This design comes from an exercise in tuning for small area and few clock cycles on the open sky130 flow, not from production work.
At most, simulation tests tie the RTL to the original design; equivalence was not proved.
Only the layout flow was run in run 3; the RTL was not checked for function there.
Power and IR drop assume default switching activity.

$ cat design.v
module mulaw_dec (
    input  wire        clk,
    input  wire        rst,
    input  wire        bus_req,
    input  wire        bus_we,
    input  wire [7:0]  bus_addr,
    input  wire [1:0]  bus_size,
    input  wire [31:0] bus_wdata,
    output wire        bus_ack,
    output reg  [31:0] bus_rdata,
    output wire        bus_err,
    output wire        src_req_valid,
    input  wire        src_req_ready,
    output wire [32:0] src_req_pos,
    output wire [10:0] src_req_len,
    input  wire        src_ans_valid,
    input  wire [1:0]  src_ans_kind,
    input  wire [7:0]  src_ans_data,
    output wire        src_ans_ready,
    output wire        pcm_en,
    output wire        pcm_we,
    output wire [11:0] pcm_addr,
    output wire [15:0] pcm_wdata,
    input  wire [15:0] pcm_rdata
);
    localparam [1:0] ST_IDLE = 2'd0, ST_BUSY = 2'd1, ST_DONE = 2'd2, ST_ERROR = 2'd3;
    localparam [2:0] CE_OK = 3'd0, CE_BAD_OPCODE = 3'd1, CE_RESERVED_BITS = 3'd2,
                     CE_BAD_STATE = 3'd3, CE_INDEX_RANGE = 3'd4;
    localparam [1:0] DE_NONE = 2'd0, DE_CAPACITY = 2'd2;
    localparam [2:0] PH_RB0  = 3'd0,    
                     PH_RB1  = 3'd1,    
                     PH_REQ  = 3'd2,    
                     PH_RST  = 3'd4,    
                     PH_RST1 = 3'd5,    
                     PH_WAIT = 3'd6;    
    function [15:0] mulaw_expand(input [7:0] code);
        reg [7:0]  u;
        reg [15:0] x;
        begin
            u = ~code;
            x = {8'd0, 1'b1, u[3:0], 3'b100} << u[6:4];
            mulaw_expand = (x - 16'd132 - {15'd0, u[7]}) ^ {16{u[7]}};
        end
    endfunction
    reg [1:0]  state;
    reg [1:0]  dec_err;
    reg [2:0]  cmd_err;
    reg [7:0]  res_code;     
    reg        res_mem;      
    reg        res_hi;       
    reg [12:0] produced;
    reg [12:0] length;
    reg        off_sel;      
    reg        base_sel;     
    reg [2:0]  phase;
    reg [15:0] temp;         
    reg [1:0]  hc;           
    reg        ini;          
    reg [1:0]  ic;
    wire busy = (state == ST_BUSY);
    wire admitted = (bus_size == 2'd2) && (bus_addr[1:0] == 2'b00);
    wire hreq     = bus_req && admitted;
    wire a_cmd    = (bus_addr[7:2] == 6'd0);
    wire a_reg    = (bus_addr[7:3] == 5'd1);           
    wire [7:0] opc       = bus_wdata[31:24];
    wire       op_lookup = (opc == 8'h01);
    wire       op_decode = (opc == 8'h02);
    wire       op_pcmrd  = (opc == 8'h03);
    wire       lo_zero   = (bus_wdata[7:0] == 8'd0);
    wire       mid_zero  = (bus_wdata[23:8] == 16'd0);
    wire [13:0] ib;
    assign ib[0] = 1'b0;
    genvar gi;
    generate for (gi = 0; gi < 13; gi = gi + 1) begin : g_idx
        assign ib[gi+1] = (~bus_wdata[gi] & length[gi]) | (ib[gi] & ~(bus_wdata[gi] ^ length[gi]));
    end endgenerate
    wire       in_range  = (bus_wdata[23:13] == 11'd0) && ib[13];
    wire dec_go  = bus_we && a_cmd && op_decode && mid_zero && lo_zero && !state[0];
    wire mop     = hreq && (a_reg || dec_go);           
    wire m_wr    = bus_we && !dec_go;                   
    wire m_last  = m_wr ? (hc == 2'd1) : (hc == 2'd2);
    wire [12:0] remaining;
    wire [13:0] rb;
    assign rb[0] = 1'b0;
    generate for (gi = 0; gi < 13; gi = gi + 1) begin : g_rem
        assign remaining[gi] = length[gi] ^ produced[gi] ^ rb[gi];
        assign rb[gi+1] = (~length[gi] & produced[gi]) | (rb[gi] & ~(length[gi] ^ produced[gi]));
    end endgenerate
    wire        rem_zero  = (remaining == 13'd0);
    wire eng_port = busy && (phase == PH_RB0 || phase == PH_RB1 || phase == PH_RST);
    wire hmid     = mop && (hc != 2'd0);                
    wire go       = mop && !ini && (hmid || !eng_port);
    wire ack_m    = go && m_last;
    assign bus_ack = !mop || ack_m;
    assign bus_err = !admitted;
    wire cmd_do   = hreq && bus_we && a_cmd && (!dec_go || ack_m);
    wire pcmrd_ok = hreq && bus_we && a_cmd && op_pcmrd && (state == ST_DONE) && in_range;
    wire [7:0]  res_in  = res_mem ? (res_hi ? pcm_rdata[15:8] : pcm_rdata[7:0]) : res_code;
    wire [15:0] res_val = mulaw_expand(res_in);
    always @(*) begin
        bus_rdata = 32'd0;
        if (bus_addr[7:5] == 3'd0) begin
            case (bus_addr[4:2])
                3'd1: bus_rdata = {20'd0, 1'b0, cmd_err, 2'b00, dec_err, 2'b00, state};
                3'd2, 3'd3: bus_rdata = {pcm_rdata, temp};
                3'd4: bus_rdata = {{16{res_val[15]}}, res_val};
                3'd5: bus_rdata = {19'd0, produced};
                3'd6: bus_rdata = {19'd0, length};
                3'd7: bus_rdata = 32'h0000_1000;
                default: bus_rdata = 32'd0;
            endcase
        end
    end
    wire waitph = busy && (phase == PH_WAIT);
    wire eng_rd = eng_port && !hmid;
    assign src_req_valid = busy && (phase == PH_REQ);
    wire [31:0] pa = {pcm_rdata, temp};
    wire [13:0] pc;
    wire [32:13] pp;
    assign pc[0] = 1'b0;
    assign pp[13] = 1'b1;
    generate for (gi = 0; gi < 13; gi = gi + 1) begin : g_add
        assign src_req_pos[gi] = pa[gi] ^ produced[gi] ^ pc[gi];
        assign pc[gi+1] = (pa[gi] & produced[gi]) | (pc[gi] & (pa[gi] ^ produced[gi]));
    end endgenerate
    generate for (gi = 13; gi < 32; gi = gi + 1) begin : g_inc
        assign src_req_pos[gi] = pa[gi] ^ (pc[13] & pp[gi]);
        assign pp[gi+1] = pp[gi] & pa[gi];
    end endgenerate
    assign src_req_pos[32] = pc[13] & pp[32];
    wire   rem_big       = remaining[12] || remaining[11] || (remaining[10] && remaining[9:0] != 10'd0);
    assign src_req_len   = rem_big ? 11'd1024 : remaining[10:0];
    assign src_ans_ready = waitph && !go;
    wire ans_take = waitph && !go && src_ans_valid;
    wire ans_byte = ans_take && !src_ans_kind[1];
    wire       reg_word = ini || go || (eng_rd && !phase[2]);
    wire       r_off    = !(dec_go || bus_addr[2]);
    wire [2:0] r_slot   = ini ? {1'b0, ic} :
                          go  ? {r_off && (bus_we ? !base_sel : off_sel), !r_off, hc[0]} :
                                {base_sel, 1'b0, phase[0]};
    wire [10:0] c_slot  = busy ? produced[11:1] : bus_wdata[11:1];
    assign pcm_en    = ini || go || eng_rd || ans_byte || pcmrd_ok;
    assign pcm_we    = ini || (go ? m_wr : waitph);
    assign pcm_addr  = reg_word ? {1'b1, 8'd0, r_slot} : {1'b0, c_slot};
    assign pcm_wdata = ini ? 16'd0 :
                       go  ? (hc[0] ? bus_wdata[31:16] : bus_wdata[15:0]) :
                             {src_ans_data, produced[0] ? temp[7:0] : src_ans_data};
    wire [31:0] mword = {pcm_rdata, temp};
    wire        cap   = (mword[31:13] != 19'd0) || (mword[12] && mword[11:0] != 12'd0);
    reg [2:0] ph_n;
    always @(*) begin
        ph_n = phase;
        case (phase)
            PH_RB0:  if (!rem_zero && !hmid) ph_n = PH_RB1;
            PH_RB1:  ph_n = PH_REQ;
            PH_REQ:  if (src_req_ready) ph_n = produced[0] ? PH_RST : PH_WAIT;
            PH_RST:  if (!hmid) ph_n = PH_RST1;
            PH_RST1: ph_n = PH_WAIT;
            default: if (ans_take && src_ans_kind != 2'd0) ph_n = PH_RB0;
        endcase
    end
    always @(posedge clk) begin
        if (go) begin
            if (!m_last) hc <= hc + 2'd1;
            else         hc <= 2'd0;
            if (hc == 2'd1 && !m_wr) temp <= pcm_rdata;
            if (ack_m && m_wr && r_off) off_sel <= !base_sel;
        end
        if (res_mem) begin
            res_code <= res_hi ? pcm_rdata[15:8] : pcm_rdata[7:0];
            res_mem  <= 1'b0;
        end
        if (cmd_do) begin
            if (op_lookup) begin
                if (!mid_zero)
                    cmd_err <= CE_RESERVED_BITS;
                else begin
                    res_code <= bus_wdata[7:0];
                    res_mem  <= 1'b0;
                    cmd_err  <= CE_OK;
                end
            end else if (op_decode) begin
                if (!(mid_zero && lo_zero))
                    cmd_err <= CE_RESERVED_BITS;
                else if (state[0])
                    cmd_err <= CE_BAD_STATE;
                else begin
                    cmd_err  <= CE_OK;
                    produced <= 13'd0;
                    base_sel <= off_sel;
                    phase    <= PH_RB0;
                    if (cap) begin
                        length  <= 13'd0;
                        dec_err <= DE_CAPACITY;
                        state   <= ST_ERROR;
                    end else begin
                        length  <= mword[12:0];
                        dec_err <= DE_NONE;
                        state   <= ST_BUSY;
                    end
                end
            end else if (op_pcmrd) begin
                if (state != ST_DONE)
                    cmd_err <= CE_BAD_STATE;
                else if (!in_range)
                    cmd_err <= CE_INDEX_RANGE;
                else begin
                    res_mem <= 1'b1;
                    res_hi  <= bus_wdata[0];
                    cmd_err <= CE_OK;
                end
            end else begin
                cmd_err <= CE_BAD_OPCODE;
            end
        end
        if (busy) begin
            phase <= (go && !m_wr) ? {ph_n[2], 2'b00} : ph_n;
            if (phase == PH_RB0 && rem_zero)
                state <= ST_DONE;
            if (phase == PH_RB1)
                temp <= pcm_rdata;
            if (phase == PH_RST1)
                temp[7:0] <= pcm_rdata[7:0];
            if (ans_take) begin
                if (src_ans_kind[1]) begin
                    dec_err <= {src_ans_kind[0], 1'b1};
                    state   <= ST_ERROR;
                end else begin
                    produced  <= produced + 13'd1;
                    temp[7:0] <= src_ans_data;
                end
            end
        end
        if (ini) begin
            ic <= ic + 2'd1;
            if (ic == 2'd3) ini <= 1'b0;
        end
        if (rst) begin
            state    <= ST_IDLE;
            dec_err  <= DE_NONE;
            cmd_err  <= CE_OK;
            res_code <= 8'hFF;
            res_mem  <= 1'b0;
            produced <= 13'd0;
            length   <= 13'd0;
            off_sel  <= 1'b0;
            base_sel <= 1'b0;
            phase    <= PH_RB0;
            hc       <= 2'd0;
            ini      <= 1'b1;
            ic       <= 2'd0;
        end
    end
endmodule
$ cat flow/run.sh
#!/bin/bash
# The standard layout, with each port buffered by the smallest buffer cell and
# a clock tree of fewer, larger sink clusters without dummy loads.
set -euo pipefail
bash standard.sh \
  "BUFFER_PORTS_ARGS=-buffer_cell sky130_fd_sc_hd__buf_1" \
  "CTS_ARGS=-sink_clustering_enable -repair_clock_nets -sink_clustering_size 30 -sink_clustering_max_diameter 100 -buf_list sky130_fd_sc_hd__clkbuf_8 -dont_use_dummy_load" \
  finish > standard_flow.log 2>&1
$ cat standard.sh
#!/bin/bash
# synth_recipe.tcl (not shown) runs the flow's synth.tcl, then flattens the netlist and writes it again
# the make line also repeats each setting of config.mk as NAME=value (left out here)
make -C /OpenROAD-flow-scripts/flow DESIGN_CONFIG=/design/flow/config.mk WORK_HOME=/design/flow/orfs CLKGATE_MAP_FILE= SYNTH_SCRIPT=/design/flow/synth_recipe.tcl "${@:-finish}"
$ cat config.mk
export PLATFORM = sky130hd
export DESIGN_NAME = mulaw_dec
export DESIGN_NICKNAME = mulaw_dec
export VERILOG_FILES = /design/flow/design.v
export SDC_FILE = /design/flow/constraint.sdc
export NUM_CORES = 4
export LEC_CHECK = 0
export CAP_MARGIN = 20
export CORE_MARGIN = 2
export CORE_UTILIZATION = 55
export SLEW_MARGIN = 20
$ cat constraint.sdc
create_clock -name core_clock -period 10.0 [get_ports {clk}]
set_input_delay 2.0000 -clock core_clock [delete_from_list [all_inputs] [get_ports {clk}]]
set_output_delay 2.0000 -clock core_clock [all_outputs]
set_load 0.01 [all_outputs]
==> parameters.txt, run 1 <==
Parameter                              Value

Clock tree
  TritonCTS clock tree ... yes
  Number of hold buffers added after cts ... 0
  Max Buffers Root-to-Sink ... 2
  Clock sink count ... 69
  Cts bufs inserted ... 9
  Setup Fix Bufs, Post-CTS ... 0
  Clock Root Buffer ... clkbuf_8
  Cts repair resizes ... 0
  H-tree level count ... 3
  Clock-pin transition on the worst setup and hold timing paths ... about 0.060 ns
  Latest clock arrival within the worst-skew pair ... 0.37 ns

Pwr
  Maximum resistive drop on vdd ... 0.0618 mV
  Power Total ... 599 µW
  PD cells ... approximately 80 nW/µm²
  Leak pwr ... approximately 0.0030 µW

Yosys
  Gate Count Post-Synth ... slightly above 900
  Share of the synthesized area in the top cell type ... 20.0%
  Most area-consuming cells after synthesis ... dfxtp_1 20%, fa_1 6.8%, a21oi_1 5.7%
  Largest family of logic cells by synthesized area ... simple AND/OR/NAND/NOR gates
  Seq cells post-synth ... 69
  Sequential element share of the synthesized area ... ~20%
  Post-synthesis mux area share ... 6.50%
  Synth Area in XOR/XNOR ... 4.63%
  Post-Synthesis Net Count ... approximately 1100
  Biggest area consumer among synthesized cells ... dfxtp_1
  Async S/R FF share, synth ... 0%
  Number of flops mapped to enable cells by yosys ... 1
  Count of synthesis-stage warnings from yosys ... 1
  Post-Synth Simple-Gate Area ... around a quarter
  Area of the mapped netlist ... just under 7000 µm²
  Synthesized area per cell ... roughly 7.3 µm²
  Fraction of the mapped netlist area in compound gates ... between 20% and 30%
  Area share of fa/ha/maj cells after synthesis ... 11.0%
  Primary FF master, synth ... dfxtp_1
  Yosys cell types ... 68

Route
  Number of detailed-routing iterations run before antenna repair ... 6
  Vias ... 7664
  DRT iter0 DRCs ... 984
  Per-cell via count in the routed design ... slightly above 6
  Final ANT Viol Nets ... 0
  Residual DRC ... 0
  Per-cell routed wire length ... approximately 20 µm
  Sum of routed wire length over all layers ... 24300 µm

Timing
  Min Clock Period, post-route ... 9.22 ns
  Pins over their slew limit ... 0
  Post-route setup TNS ... 0 ns
  Setup repair after global routing missed its margin ... false
  Total count of hold-check failures in the final report ... 0
  Fmax ... about 110 MHz
  Transition time of the tightest slew-check pin ... 1.07 ns
  Final worst-path cycle share ... between 90 and 100%
  Number of endpoints failing setup at the final stage ... 0
  Clk_skew ... 0.0186 ns
  Relative slew slack ... 28.6%

Place
  Dpl hpwl ... 18400 µm
  Final weighted congestion in routability-driven placement ... between 0.9 and 1
  Total of buffers placed on input and output ports ... around 180

Status
  Result of the run ... timing/DRC/antenna clean

Worst setup path
  Category of the critical setup timing path ... register to primary output
  Critical R2R Launch ... produced[0]
  Data arrival time of the critical path ... 7.22 ns
  Slowest library cell on the worst path ... dfxtp_1
  CP Max Fanout ... 22
  Critical Path Max Stage Delay ... 0.54 ns
  Most common cell type on the critical path ... fa_1
  Category of the worst setup path capture point ... primary output
  CP required ... 8.00 ns
  CP Launch Type ... register
  Critical Path Start ... produced[0]

Global routing
  Total track usage ... between 30% and 40%
  Initial antenna violation count ... 0
  Global-route wire length before repair ... ~38000 µm
  Number of global-route vias before repair ... 7045
  Pin count of the biggest net entering global routing ... 63
  Grt total ovfl ... 0

Die
  Starting utilization of the core area ... between 50% and 60%
  Core Area ... 12100 µm²
  Area of the die ... 13300 µm²
  Site Rows ... 40
  Chip Width ... 115 µm
  Die Ht ... 115 µm
  Count of boundary I/O pins ... 184

Min path
  Worst hold-check path type ... register to register
  Start point of the worst min-delay path ... dec_err[0]

Layout
  Antenna Cells ... 0
  Fin nets ... 1193
  Share of final-layout standard cells stronger than drive strength 1 ... ~4.3%
  Synthesis-to-layout area growth ... 12.4%
  Number of fill cells ... 1189

Job
  Number of maximum-capacitance constraint violations ... 0
[flip-flops by register name, indices dropped and copies added (netlist names)]
name / count
temp: 16
length: 13
produced: 13
res_code: 8
cmd_err: 3
phase: 3
dec_err: 2
hc: 2
ic: 2
state: 2
base_sel: 1
ini: 1
off_sel: 1
res_hi: 1
res_mem: 1
[stage by stage]
step | area (µm²) | setup WS, ns | cells | hold slack [ns] | utilization (%)
finish | 7650 | 0.777 | 1239 | 0.461 | 63.4
global route | 7650 | 0.404 | 1239 | 0.504 | 63.4
CTS | 7650 | 0.809 | 1239 | 0.459 | 63.4
detailed placement | 7530 | 1.21 | 1230 | 0.452 | 62.4
global placement | 7530 | 1.28 | 1230 | 0.446 | 62.4
floorplan | 6810 | 1.88 | 931 | 0.434 | -
[report_power, final]
part	switching (µW)	leakage [µW]	internal, µW
Sequential	9.99	0.000564	282
Combinational	83.0	0.00237	41.6
Clock	102	0.0000647	80.3
Total	195	0.00299	404
[cell usage in the layout (no fill, tap or decap), drive strengths merged, types with 17 or more instances in the layout]
cell      n
buf     192
nor2     95
nand2    91
a21oi    80
dfxtp    68
inv      60
nand3    39
o21ai    36
a211oi   31
mux2i    30
a21o     29
nor3     28
xnor2    25
fa       23
ha       23
a31oi    17
nor4     17
[path summary, 6_finish.rpt]
check | to | slack (ns) | depth (start not counted)
setup / recovery | src_req_pos[31] | 0.78 | 25
hold / removal | dec_err[0] | 0.46 | 2
setup reg to reg | phase[1] | 3.14 | 22
hold reg to reg | dec_err[0] | 0.46 | 2
[final cells by class]
class / instances / area (µm²) / area share, %
clock buffers: 9 / 124 / 1.62
inverters: 60 / 225 / 2.94
multi-input cells: 740 / 4940 / 64.5
flip-flops and latches: 69 / 1390 / 18.2
well taps: 168 / 210 / 2.75
repair buffers: 193 / 763 / 9.97
[routing by layer]
metal	share of wire [%]	global-route usage, %	wire length, µm
met5	0	0	0
met4	4.4	19.1	1060
met3	8.0	5.17	1960
met2	46	59.6	11200
met1	41	48.0	10100
[cell families after synthesis]
kind of cell / count (synthesis)
AOI/OAI and AO/OA: 253
adders and majority gates: 46
and+or+nand+nor: 363
muxes: 42
xor gates and xnor gates: 36
buffers and inverters: 122
DFF: 69
[critical path: cells and delay by family (launching register included)]
| family | cells | cell delay, ns |
|---|---|---|
| adder cells (fa/ha/maj) | 13 | 4.54 |
| flip-flops | 1 | 0.54 |
| XOR/XNOR | 1 | 0.13 |
| AND/OR/NAND/NOR | 7 | 1.32 |
| buffers and inverters | 4 | 0.35 |
[synth_stat cells, types with 3 or more instances]
library cell / count
nand2_1: 91
a31oi_1: 17
fa_1: 23
mux2_2: 10
nand4_1: 7
and3_1: 12
mux2i_1: 30
inv_1: 59
or2_2: 3
a21oi_1: 78
nand3_1: 39
nor3_1: 27
o21ai_0: 35
o21a_1: 6
o22ai_1: 12
xnor2_1: 25
a2111oi_0: 3
or4_1: 6
a22oi_1: 8
nor2b_1: 16
dfxtp_1: 68
o211ai_1: 6
clkbuf_1: 46
o2111ai_1: 3
nand2b_1: 8
a211oi_1: 31
a222oi_1: 4
and4_1: 3
buf_2: 10
ha_1: 23
and2_1: 5
or3_1: 16
xor2_1: 11
nand3b_1: 3
nor2_1: 95
nor3b_1: 4
a21o_1: 29
nor4_1: 17
Testbench counts, summed over its fixed seeds: cycles 198,978.
==> run 2, diff against run 1 <==
--- a/design.v
+++ b/design.v
@@ -97,19 +97,20 @@
     wire pcmrd_ok = hreq && bus_we && a_cmd && op_pcmrd && (state == ST_DONE) && in_range;
     wire [7:0]  res_in  = res_mem ? (res_hi ? pcm_rdata[15:8] : pcm_rdata[7:0]) : res_code;
     wire [15:0] res_val = mulaw_expand(res_in);
+    wire        rd_ok  = (bus_addr[7:5] == 3'd0);
+    wire        s_stat = rd_ok && (bus_addr[4:2] == 3'd1);
+    wire        s_mem  = rd_ok && (bus_addr[4:3] == 2'd1);
+    wire        s_res  = rd_ok && (bus_addr[4:2] == 3'd4);
+    wire        s_prod = rd_ok && (bus_addr[4:2] == 3'd5);
+    wire        s_len  = rd_ok && (bus_addr[4:2] == 3'd6);
+    wire        s_cap  = rd_ok && (bus_addr[4:2] == 3'd7);
     always @(*) begin
-        bus_rdata = 32'd0;
-        if (bus_addr[7:5] == 3'd0) begin
-            case (bus_addr[4:2])
-                3'd1: bus_rdata = {20'd0, 1'b0, cmd_err, 2'b00, dec_err, 2'b00, state};
-                3'd2, 3'd3: bus_rdata = {pcm_rdata, temp};
-                3'd4: bus_rdata = {{16{res_val[15]}}, res_val};
-                3'd5: bus_rdata = {19'd0, produced};
-                3'd6: bus_rdata = {19'd0, length};
-                3'd7: bus_rdata = 32'h0000_1000;
-                default: bus_rdata = 32'd0;
-            endcase
-        end
+        bus_rdata = ({32{s_stat}} & {20'd0, 1'b0, cmd_err, 2'b00, dec_err, 2'b00, state})
+                  | ({32{s_mem}}  & {pcm_rdata, temp})
+                  | ({32{s_res}}  & {{16{res_val[15]}}, res_val})
+                  | ({32{s_prod}} & {19'd0, produced})
+                  | ({32{s_len}}  & {19'd0, length})
+                  | ({32{s_cap}}  & 32'h0000_1000);
     end
     wire waitph = busy && (phase == PH_WAIT);
     wire eng_rd = eng_port && !hmid;
==> run 2 against run 1 <==
Clock skew increased by 0.0076 ns. Sequential power is 1% lower. Maximum frequency is 1.0% higher. Core utilization down 0.47 points. Largest cell class unchanged.
==> parameters.txt, run 2 <==
Parameter                              Value

Status
  Result of the run ... timing/DRC/antenna clean

Pwr
  Switching power ... 179 µW (-8.5%)
  Maximum resistive drop on vdd ... 0.0688 mV (+11%)
  Share of total power in combinational logic ... 18.2% (-2.6 points)
  Switching share of total power ... 31.2% (-1.4 points)
  Internal power component ... 394 µW (-2.4%)
  Clock network fraction of total power ... 31.5% (+1.0 points)
  PD cells ... 76.0 nW/µm² (-2.9%)
  Sequential Power Share ... 50.3% (+1.6 points)
  Leak pwr ... 0.00290 µW (-3.2%)

Layout
  Cell Count, Final, Fillers Out ... 1180 (-4.8%)
  Fin nets ... 1155 (-3.2%)
  Synthesis-to-layout area growth ... 12.3% (about the same)
  Largest reg by FF count ... temp
  Share of final-layout standard cells stronger than drive strength 1 ... 5.52% (+1.2 points)
  Most frequent cells in the layout ... 182 x buf_1, 132 x nand2_1, 69 x nor2_1
  Antenna Cells ... 0 (unchanged)
  Max FFs per register ... 16 (unchanged)
  Largest registers ... temp: 16 flops, length: 13 flops, produced: 13 flops
  Final core utilization ... 63.0% (-0.47 points)
  Commonest non-fill, non-tap cell in the layout ... buf_1

Route
  Residual DRC ... 0 (unchanged)
  Final ANT Viol Nets ... 0 (unchanged)
  Vias ... 7366 (-3.9%)
  Number of detailed-routing iterations run before antenna repair ... 5 (-1)
  Per-cell routed wire length ... 20.3 µm (+3.3%)
  Per-cell via count in the routed design ... 6.24 (+0.92%)
  Sum of routed wire length over all layers ... 23900 µm (-1.6%)
  DRT iter0 DRCs ... 769 (-22%)

Yosys
  Share of the synthesized area in the top cell type ... 20.3% (+0.31 points)
  Primary FF master, synth ... dfxtp_1
  Area of the mapped netlist ... 6710 µm² (-1.5%)
  Top cell types by occurrence after synthesis ... 132 x nand2_1, 69 x nor2_1, 68 x dfxtp_1, 67 x a21oi_1, 52 x inv_1
  Sequential element share of the synthesized area ... 20.7% (+0.31 points)
  Most numerous cell in the Yosys netlist ... nand2_1
  Biggest area consumer among synthesized cells ... dfxtp_1
  Number of flops mapped to enable cells by yosys ... 1 (unchanged)
  Gate Count Post-Synth ... 889 (-4.5%)
  Post-Synthesis Net Count ... 1009 (-4.0%)
  Yosys cell types ... 73 (+7.4%)
  Most area-consuming cells after synthesis ... dfxtp_1 20%, nand2_1 7.4%, fa_1 6.9%
  Count of synthesis-stage warnings from yosys ... 1 (unchanged)
  Seq cells post-synth ... 69 (unchanged)
  Synthesized area per cell ... 7.55 µm² (+3.1%)
  Async S/R FF share, synth ... 0% (unchanged)

Timing
  Final critical-path setup slack ... 0.869 ns (+0.0918 ns)
  Min Clock Period, post-route ... 9.13 ns (-0.0918 ns)
  Fmax ... 110 MHz (+1.0%)
  Pins over their slew limit ... 0 (unchanged)
  Post-route setup TNS ... 0 ns (unchanged)
  Transition time of the tightest slew-check pin ... 1.06 ns (-0.00758 ns)
  Setup repair after global routing missed its margin ... false
  Clk_skew ... 0.0262 ns (+0.00760 ns)
  Relative slew slack ... 29.1% (+0.51 points)
  Final Hold Slack ... 0.452 ns (-0.00886 ns)
  Number of endpoints failing setup at the final stage ... 0 (unchanged)
  Final worst-path cycle share ... 91.3% (-0.92 points)
  Total count of hold-check failures in the final report ... 0 (unchanged)

Worst setup path
  CP Max Fanout ... 23 (+4.5%)
  CP Launch Type ... register
  Category of the critical setup timing path ... register to primary output
  Data arrival time of the critical path ... 7.13 ns (-0.09 ns)
  CP required ... 8.00 ns (about the same)
  Category of the worst setup path capture point ... primary output

Clock tree
  Clock Root Buffer ... clkbuf_8
  Cts bufs inserted ... 9 (unchanged)
  Latest clock arrival within the worst-skew pair ... 0.37 ns (about the same)
  Max Buffers Root-to-Sink ... 2 (unchanged)
  Number of hold buffers added after cts ... 0 (unchanged)
  Setup Fix Bufs, Post-CTS ... 0 (unchanged)
  TritonCTS clock tree ... yes
  Cts repair resizes ... 0 (unchanged)
  Clock sink count ... 69 (unchanged)
  Clock-pin transition on the worst setup and hold timing paths ... 0.08 ns (+0.02 ns)
  H-tree level count ... 3 (unchanged)

Die
  Core Area ... 12000 µm² (-0.83%)
  Chip Width ... 114 µm (-0.73%)
  Starting utilization of the core area ... 56.1% (-0.39 points)
  Area of the die ... 13100 µm² (-1.5%)
  Die Ht ... 114 µm (-0.73%)
  Site Rows ... 40 (unchanged)
  Count of boundary I/O pins ... 184 (unchanged)

Job
  Number of maximum-capacitance constraint violations ... 0 (unchanged)

Global routing
  Pin count of the biggest net entering global routing ... 44 (-30%)
  Initial antenna violation count ... 0 (unchanged)
  Grt total ovfl ... 0 (unchanged)
  Number of global-route vias before repair ... 6164 (-13%)
  Total track usage ... 35.6% (-1.2 points)
  Global-route wire length before repair ... 35500 µm (-5.4%)

Min path
  Worst hold-check path type ... register to register

Place
  Cell Count Post-Placement ... 1170 (-4.9%)
  Worst slack at placement ... 1.32 ns (+0.110 ns)
  Total of buffers placed on input and output ports ... 183 (unchanged)
  Dpl hpwl ... 18200 µm (-0.76%)
  Final weighted congestion in routability-driven placement ... 1.02 (+4.2%)
-- run 2: cells by family after synthesis --
group,after synthesis,share of synthesized area [%]
XOR/XNOR,40,5.22
flip-flops,69,20.7
buffers and inverters,114,7.03
adder cells (fa/ha/maj),46,11.2
AO/OA/AOI/OAI,225,23.0
multiplexers,42,6.57
AND/OR/NAND/NOR,353,26.2
-- run 2: through the flow --
step	total power, µW	area (µm²)
floorplan	348	6710
global placement	395	7400
finish	572	7530
global route	592	7530
CTS	571	7520
detailed placement	395	7400
-- run 2: critical path: stages (launching register included) --
cell     delay (ns)
dfxtp_1        0.57
ha_1           0.35
inv_1          0.07
fa_1           0.15
inv_1          0.05
fa_1           0.42
fa_1           0.40
fa_1           0.39
fa_1           0.40
fa_1           0.42
fa_1           0.39
fa_1           0.39
fa_1           0.39
fa_1           0.39
fa_1           0.37
inv_1          0.07
fa_1           0.19
and4b_1        0.25
nand4_1        0.14
nor2_1         0.09
nand3_1        0.12
nor2_1         0.08
and4_1         0.24
nand4_1        0.14
xnor2_1        0.12
buf_1          0.16
-- run 2: power by group through the flow --
stage | clock network (µW) | logic [µW] | registers (µW)
6_report | 180 | 104 | 288
5_1_grt | 191 | 112 | 288
4_1_cts | 182 | 102 | 288
3_5_place_dp | 0 | 102 | 294
3_3_place_gp | 0 | 102 | 294
2_1_floorplan | 0 | 58.3 | 290
-- run 2: routing by layer --
layer | global-route usage (%) | vias up | share of wire (%)
met1 | 52.7 | 3429 | 44
met2 | 52.7 | 410 | 44
met4 | 12.4 | 0 | 3.0
met3 | 5.19 | 51 | 9.4
met5 | 0 | - | 0
li1 | - | 3476 | -
-- run 2: final timing paths --
check,start,to,slack [ns],cells past startpoint
max,produced[0],src_req_pos[31],0.87,25
min,dec_err[0],dec_err[0],0.45,2
max reg2reg,produced[0],phase[2],3.41,21
min reg2reg,dec_err[0],dec_err[0],0.45,2
-- run 2: area by class of cell --
cell class                 instances  area, µm²
multi-input combinational        706       4850
fill                            1170       4430
sequential                        69       1390
timing repair buffer             196        786
inverter                          53        199
tap                              147        184
clock buffer                       9        124
Testbench counts of run 2, summed over its fixed seeds: cycles 198,978.
==> run 3, diff against run 2 <==
--- a/design.v
+++ b/design.v
@@ -68,26 +68,16 @@
     wire       op_pcmrd  = (opc == 8'h03);
     wire       lo_zero   = (bus_wdata[7:0] == 8'd0);
     wire       mid_zero  = (bus_wdata[23:8] == 16'd0);
-    wire [13:0] ib;
-    assign ib[0] = 1'b0;
-    genvar gi;
-    generate for (gi = 0; gi < 13; gi = gi + 1) begin : g_idx
-        assign ib[gi+1] = (~bus_wdata[gi] & length[gi]) | (ib[gi] & ~(bus_wdata[gi] ^ length[gi]));
-    end endgenerate
-    wire       in_range  = (bus_wdata[23:13] == 11'd0) && ib[13];
+    wire       in_range  = (bus_wdata[23:13] == 11'd0) && (bus_wdata[12:0] < length);
     wire dec_go  = bus_we && a_cmd && op_decode && mid_zero && lo_zero && !state[0];
     wire mop     = hreq && (a_reg || dec_go);           
     wire m_wr    = bus_we && !dec_go;                   
     wire m_last  = m_wr ? (hc == 2'd1) : (hc == 2'd2);
-    wire [12:0] remaining;
-    wire [13:0] rb;
-    assign rb[0] = 1'b0;
-    generate for (gi = 0; gi < 13; gi = gi + 1) begin : g_rem
-        assign remaining[gi] = length[gi] ^ produced[gi] ^ rb[gi];
-        assign rb[gi+1] = (~length[gi] & produced[gi]) | (rb[gi] & ~(length[gi] ^ produced[gi]));
-    end endgenerate
+    wire [12:0] remaining = length - produced;
     wire        rem_zero  = (remaining == 13'd0);
-    wire eng_port = busy && (phase == PH_RB0 || phase == PH_RB1 || phase == PH_RST);
+    wire flush    = busy && phase == PH_RB0 && rem_zero && produced[0];    
+    wire eng_port = busy && ((phase == PH_RB0 && (!rem_zero || produced[0])) ||
+                             phase == PH_RB1 || phase == PH_RST);
     wire hmid     = mop && (hc != 2'd0);                
     wire go       = mop && !ini && (hmid || !eng_port);
     wire ack_m    = go && m_last;
@@ -97,55 +87,41 @@
     wire pcmrd_ok = hreq && bus_we && a_cmd && op_pcmrd && (state == ST_DONE) && in_range;
     wire [7:0]  res_in  = res_mem ? (res_hi ? pcm_rdata[15:8] : pcm_rdata[7:0]) : res_code;
     wire [15:0] res_val = mulaw_expand(res_in);
-    wire        rd_ok  = (bus_addr[7:5] == 3'd0);
-    wire        s_stat = rd_ok && (bus_addr[4:2] == 3'd1);
-    wire        s_mem  = rd_ok && (bus_addr[4:3] == 2'd1);
-    wire        s_res  = rd_ok && (bus_addr[4:2] == 3'd4);
-    wire        s_prod = rd_ok && (bus_addr[4:2] == 3'd5);
-    wire        s_len  = rd_ok && (bus_addr[4:2] == 3'd6);
-    wire        s_cap  = rd_ok && (bus_addr[4:2] == 3'd7);
     always @(*) begin
-        bus_rdata = ({32{s_stat}} & {20'd0, 1'b0, cmd_err, 2'b00, dec_err, 2'b00, state})
-                  | ({32{s_mem}}  & {pcm_rdata, temp})
-                  | ({32{s_res}}  & {{16{res_val[15]}}, res_val})
-                  | ({32{s_prod}} & {19'd0, produced})
-                  | ({32{s_len}}  & {19'd0, length})
-                  | ({32{s_cap}}  & 32'h0000_1000);
+        bus_rdata = 32'd0;
+        if (bus_addr[7:5] == 3'd0) begin
+            case (bus_addr[4:2])
+                3'd1: bus_rdata = {20'd0, 1'b0, cmd_err, 2'b00, dec_err, 2'b00, state};
+                3'd2, 3'd3: bus_rdata = {pcm_rdata, temp};
+                3'd4: bus_rdata = {{16{res_val[15]}}, res_val};
+                3'd5: bus_rdata = {19'd0, produced};
+                3'd6: bus_rdata = {19'd0, length};
+                3'd7: bus_rdata = 32'h0000_1000;
+                default: bus_rdata = 32'd0;
+            endcase
+        end
     end
     wire waitph = busy && (phase == PH_WAIT);
     wire eng_rd = eng_port && !hmid;
     assign src_req_valid = busy && (phase == PH_REQ);
-    wire [31:0] pa = {pcm_rdata, temp};
-    wire [13:0] pc;
-    wire [32:13] pp;
-    assign pc[0] = 1'b0;
-    assign pp[13] = 1'b1;
-    generate for (gi = 0; gi < 13; gi = gi + 1) begin : g_add
-        assign src_req_pos[gi] = pa[gi] ^ produced[gi] ^ pc[gi];
-        assign pc[gi+1] = (pa[gi] & produced[gi]) | (pc[gi] & (pa[gi] ^ produced[gi]));
-    end endgenerate
-    generate for (gi = 13; gi < 32; gi = gi + 1) begin : g_inc
-        assign src_req_pos[gi] = pa[gi] ^ (pc[13] & pp[gi]);
-        assign pp[gi+1] = pp[gi] & pa[gi];
-    end endgenerate
-    assign src_req_pos[32] = pc[13] & pp[32];
-    wire   rem_big       = remaining[12] || remaining[11] || (remaining[10] && remaining[9:0] != 10'd0);
-    assign src_req_len   = rem_big ? 11'd1024 : remaining[10:0];
+    wire [32:0] sum      = {1'b0, pcm_rdata, waitph ? 16'd1 : temp} + {20'd0, produced};
+    assign src_req_pos   = sum;
+    assign src_req_len   = (remaining > 13'd1024) ? 11'd1024 : remaining[10:0];
     assign src_ans_ready = waitph && !go;
     wire ans_take = waitph && !go && src_ans_valid;
     wire ans_byte = ans_take && !src_ans_kind[1];
-    wire       reg_word = ini || go || (eng_rd && !phase[2]);
+    wire       reg_word = ini || go || (eng_rd && !phase[2] && !flush);
     wire       r_off    = !(dec_go || bus_addr[2]);
     wire [2:0] r_slot   = ini ? {1'b0, ic} :
                           go  ? {r_off && (bus_we ? !base_sel : off_sel), !r_off, hc[0]} :
                                 {base_sel, 1'b0, phase[0]};
     wire [10:0] c_slot  = busy ? produced[11:1] : bus_wdata[11:1];
     assign pcm_en    = ini || go || eng_rd || ans_byte || pcmrd_ok;
-    assign pcm_we    = ini || (go ? m_wr : waitph);
+    assign pcm_we    = ini || (go ? m_wr : (waitph || flush));
     assign pcm_addr  = reg_word ? {1'b1, 8'd0, r_slot} : {1'b0, c_slot};
     assign pcm_wdata = ini ? 16'd0 :
                        go  ? (hc[0] ? bus_wdata[31:16] : bus_wdata[15:0]) :
-                             {src_ans_data, produced[0] ? temp[7:0] : src_ans_data};
+                             {src_ans_data, temp[7:0]};
     wire [31:0] mword = {pcm_rdata, temp};
     wire        cap   = (mword[31:13] != 19'd0) || (mword[12] && mword[11:0] != 12'd0);
     reg [2:0] ph_n;
@@ -216,18 +192,18 @@
         end
         if (busy) begin
             phase <= (go && !m_wr) ? {ph_n[2], 2'b00} : ph_n;
-            if (phase == PH_RB0 && rem_zero)
+            if (phase == PH_RB0 && rem_zero && !hmid)
                 state <= ST_DONE;
             if (phase == PH_RB1)
                 temp <= pcm_rdata;
             if (phase == PH_RST1)
-                temp[7:0] <= pcm_rdata[7:0];
+                temp[7:0] <= pcm_rdata[15:8];
             if (ans_take) begin
                 if (src_ans_kind[1]) begin
                     dec_err <= {src_ans_kind[0], 1'b1};
                     state   <= ST_ERROR;
                 end else begin
-                    produced  <= produced + 13'd1;
+                    produced  <= sum[12:0];
                     temp[7:0] <= src_ans_data;
                 end
             end
==> run 3 against run 2 <==
Clock skew is essentially flat. Cell area grew 11%. Total power grew 4.0%.
==> parameters.txt, run 3 <==
Parameter                              Value

Place
  Dpl hpwl ... 20500 µm (+12%)
  Placed cell area ... 8200 µm² (+11%)
  Worst slack at placement ... 2.29 ns (+0.971 ns)
  Final weighted congestion in routability-driven placement ... 0.944 (-7.6%)
  Total of buffers placed on input and output ports ... 183 (unchanged)

Worst setup path
  CP Max Fanout ... 20 (-13%)
  Category of the critical setup timing path ... input port to primary output
  CP Launch Type ... input port
  Data arrival time of the critical path ... 5.89 ns (-1.24 ns)
  CP required ... 8.00 ns (about the same)
  Critical R2R Launch ... produced[0]
  Category of the worst setup path capture point ... primary output
  Critical Path Start ... bus_addr[4]

Route
  Vias ... 8565 (+16%)
  Number of detailed-routing iterations run before antenna repair ... 7 (+2)
  Final ANT Viol Nets ... 0 (unchanged)
  Sum of routed wire length over all layers ... 27700 µm (+16%)
  Residual DRC ... 0 (unchanged)
  Per-cell via count in the routed design ... 6.28 (+0.59%)
  Per-cell routed wire length ... 20.3 µm (+0.11%)
  DRT iter0 DRCs ... 1035 (+35%)

Timing
  Pins over their slew limit ... 0 (unchanged)
  Setup repair after global routing missed its margin ... false
  Final critical-path setup slack ... 2.11 ns (+1.25 ns)
  Final Hold Slack ... 0.470 ns (+0.0173 ns)
  Min Clock Period, post-route ... 7.89 ns (-1.25 ns)
  Relative slew slack ... 22.7% (-6.4 points)
  Transition time of the tightest slew-check pin ... 1.15 ns (+0.0926 ns)
  Clk_skew ... 0.0261 ns (-0.000125 ns)
  Post-route setup TNS ... 0 ns (unchanged)
  Total count of hold-check failures in the final report ... 0 (unchanged)
  Number of endpoints failing setup at the final stage ... 0 (unchanged)
  Fmax ... 127 MHz (+16%)
  Final worst-path cycle share ... 78.9% (-12 points)

Yosys
  Top cell types by occurrence after synthesis ... 118 x nor2_1, 117 x nand2_1, 82 x a21oi_1, 68 x dfxtp_1, 57 x inv_1
  Most numerous cell in the Yosys netlist ... nor2_1
  Async S/R FF share, synth ... 0% (unchanged)
  Seq cells post-synth ... 69 (unchanged)
  Most area-consuming cells after synthesis ... dfxtp_1 18%, ha_1 7.3%, mux2i_1 6.5%
  Yosys cell types ... 77 (+5.5%)
  Sequential element share of the synthesized area ... 18.6% (-2.2 points)
  Synthesized area per cell ... 7.11 µm² (-5.7%)
  Biggest area consumer among synthesized cells ... dfxtp_1
  Primary FF master, synth ... dfxtp_1
  Share of the synthesized area in the top cell type ... 18.2% (-2.1 points)
  Gate Count Post-Synth ... 1054 (+19%)
  Count of synthesis-stage warnings from yosys ... 1 (unchanged)
  Post-Synthesis Net Count ... 1174 (+16%)
  Area of the mapped netlist ... 7500 µm² (+12%)
  Number of flops mapped to enable cells by yosys ... 1 (unchanged)

Clock tree
  TritonCTS clock tree ... yes
  Cts bufs inserted ... 9 (unchanged)
  Number of hold buffers added after cts ... 0 (unchanged)
  Setup Fix Bufs, Post-CTS ... 0 (unchanged)
  H-tree level count ... 3 (unchanged)
  Clock-pin transition on the worst setup and hold timing paths ... 0.07 ns (about the same)
  Clock Root Buffer ... clkbuf_8
  Cts repair resizes ... 0 (unchanged)
  Max Buffers Root-to-Sink ... 2 (unchanged)
  Clock sink count ... 69 (unchanged)
  Latest clock arrival within the worst-skew pair ... 0.37 ns (about the same)

Die
  Count of boundary I/O pins ... 184 (unchanged)
  Site Rows ... 42 (+5.0%)
  Die Ht ... 121 µm (+5.5%)
  Core Area ... 13300 µm² (+11%)
  Starting utilization of the core area ... 56.4% (+0.30 points)
  Area of the die ... 14600 µm² (+11%)
  Chip Width ... 121 µm (+5.5%)

Global routing
  Number of global-route vias before repair ... 7342 (+19%)
  Global-route wire length before repair ... 41700 µm (+17%)
  Total track usage ... 37.1% (+1.5 points)
  Initial antenna violation count ... 0 (unchanged)
  Pin count of the biggest net entering global routing ... 54 (+23%)
  Grt total ovfl ... 0 (unchanged)

Min path
  Start point of the worst min-delay path ... dec_err[0]
  Worst hold-check path type ... register to register

Job
  Number of maximum-capacitance constraint violations ... 0 (unchanged)

Layout
  Most frequent cells in the layout ... 182 x buf_1, 118 x nor2_1, 117 x nand2_1
  Commonest non-fill, non-tap cell in the layout ... buf_1
  Fin nets ... 1310 (+13%)
  Design Area, Final ... 8330 µm² (+11%)
  Synthesis-to-layout area growth ... 11.2%
  Largest reg by FF count ... temp
  Max FFs per register ... 16 (unchanged)
  Largest registers ... temp: 16 flops, length: 13 flops, produced: 13 flops
  Antenna Cells ... 0 (unchanged)
  Number of fill cells ... 1327 (+13%)
  Share of final-layout standard cells stronger than drive strength 1 ... 4.46% (-1.1 points)

Pwr
  Leak pwr ... 0.00315 µW (+8.8%)
  Maximum resistive drop on vdd ... 0.0452 mV (-34%)
  PD cells ... 71.4 nW/µm² (-6.0%)

Status
  Result of the run ... timing/DRC/antenna clean
run 3: cells by family (layout without fill, tap and decap cells):
family	after synthesis	in the layout	synth area share [%]
fa+ha+maj	46	46	7.88
buf+inv	128	262	6.76
compound gates	284	284	25.2
mux	62	62	8.90
xor+xnor	58	58	6.78
flops	69	69	18.6
simple gates	407	407	25.9
run 3: stage by stage:
stage / cells / total power [µW] / utilization, %
floorplan: 1054 / 357 / -
CTS: 1364 / 590 / 62.6
global placement: 1355 / 406 / 61.7
finish: 1364 / 595 / 62.7
detailed placement: 1355 / 407 / 61.7
global route: 1364 / 613 / 62.7
run 3: path summary, 6_finish.rpt:
path	end	slack (ns)	cells past startpoint
setup / recovery	pcm_addr[0]	2.11	12
hold / removal	dec_err[0]	0.47	2
setup reg to reg	temp[14]	5.12	12
hold reg to reg	dec_err[0]	0.47	2
run 3: where the power goes:
group | internal, µW | leakage [µW] | switching, µW
clock network | 80.5 | 0.0000647 | 110
logic | 38.9 | 0.00253 | 78.6
registers | 279 | 0.000561 | 8.00
total | 399 | 0.00315 | 196
run 3: routing by layer:
metal | global-route usage (%) | vias to the layer above | part of all wire (%)
met5 | 0 | - | 0
met4 | 13.9 | 0 | 3.2
met3 | 6.46 | 68 | 10
met2 | 57.6 | 484 | 44
met1 | 51.5 | 3950 | 43
li1 | - | 4063 | -
run 3: final cells by class:
class	instances	area, µm²	share of cell area (%)
timing repair buffer	193	763	9.16
multi-input combinational	857	5610	67.3
clock buffer	9	124	1.49
tap	176	220	2.64
inverter	60	225	2.70
sequential	69	1390	16.7
run 3: critical path, cell delays in order:
cell	delay (ns)
buf_1	0.53
clkinv_1	0.45
and3_1	0.54
and3_1	0.33
a21oi_1	0.38
o21ai_0	0.20
nor2_1	0.12
o31ai_1	0.08
o211ai_1	0.54
o221ai_1	0.30
a31oi_1	0.21
buf_1	0.19

afterwards: timing with drivers on the ports:
In the flow no input, the clock included, has a driving cell. The finished layouts below were timed again as built, in two steps.
Step 1 sets driving cells, clkbuf_16 on the clock port and buf_2 on the other inputs (assumed; they add their load-dependent delay and slew).
Step 2, shift: input delay + t, output delay - t, t = (earliest + latest rising clock arrival at the registers) / 2. This alone moves slack from input paths to output paths.
Slacks: ideal ports / drivers / drivers and shift; pairs: ideal ports / drivers.
| run | shift t [ns] | setup WS [ns] | clock arrival spread, ns | worst register clock-pin slew, ns |
|---|---|---|---|---|
| run 1 | 0.399 | 0.777 / 0.738 / 1.138 | 0.023 / 0.023 | 0.08 / 0.08 |
| run 2 | 0.390 | 0.868 / 0.834 / 1.224 | 0.026 / 0.027 | 0.09 / 0.09 |
| run 3 | 0.400 | 2.114 / 2.051 / 2.051 | 0.026 / 0.026 | 0.09 / 0.09 |
After both steps every run listed still meets setup and hold. For run 3, which loses most, drivers alone change the setup slack by -0.063 ns; drivers and shift together by -0.063 ns.
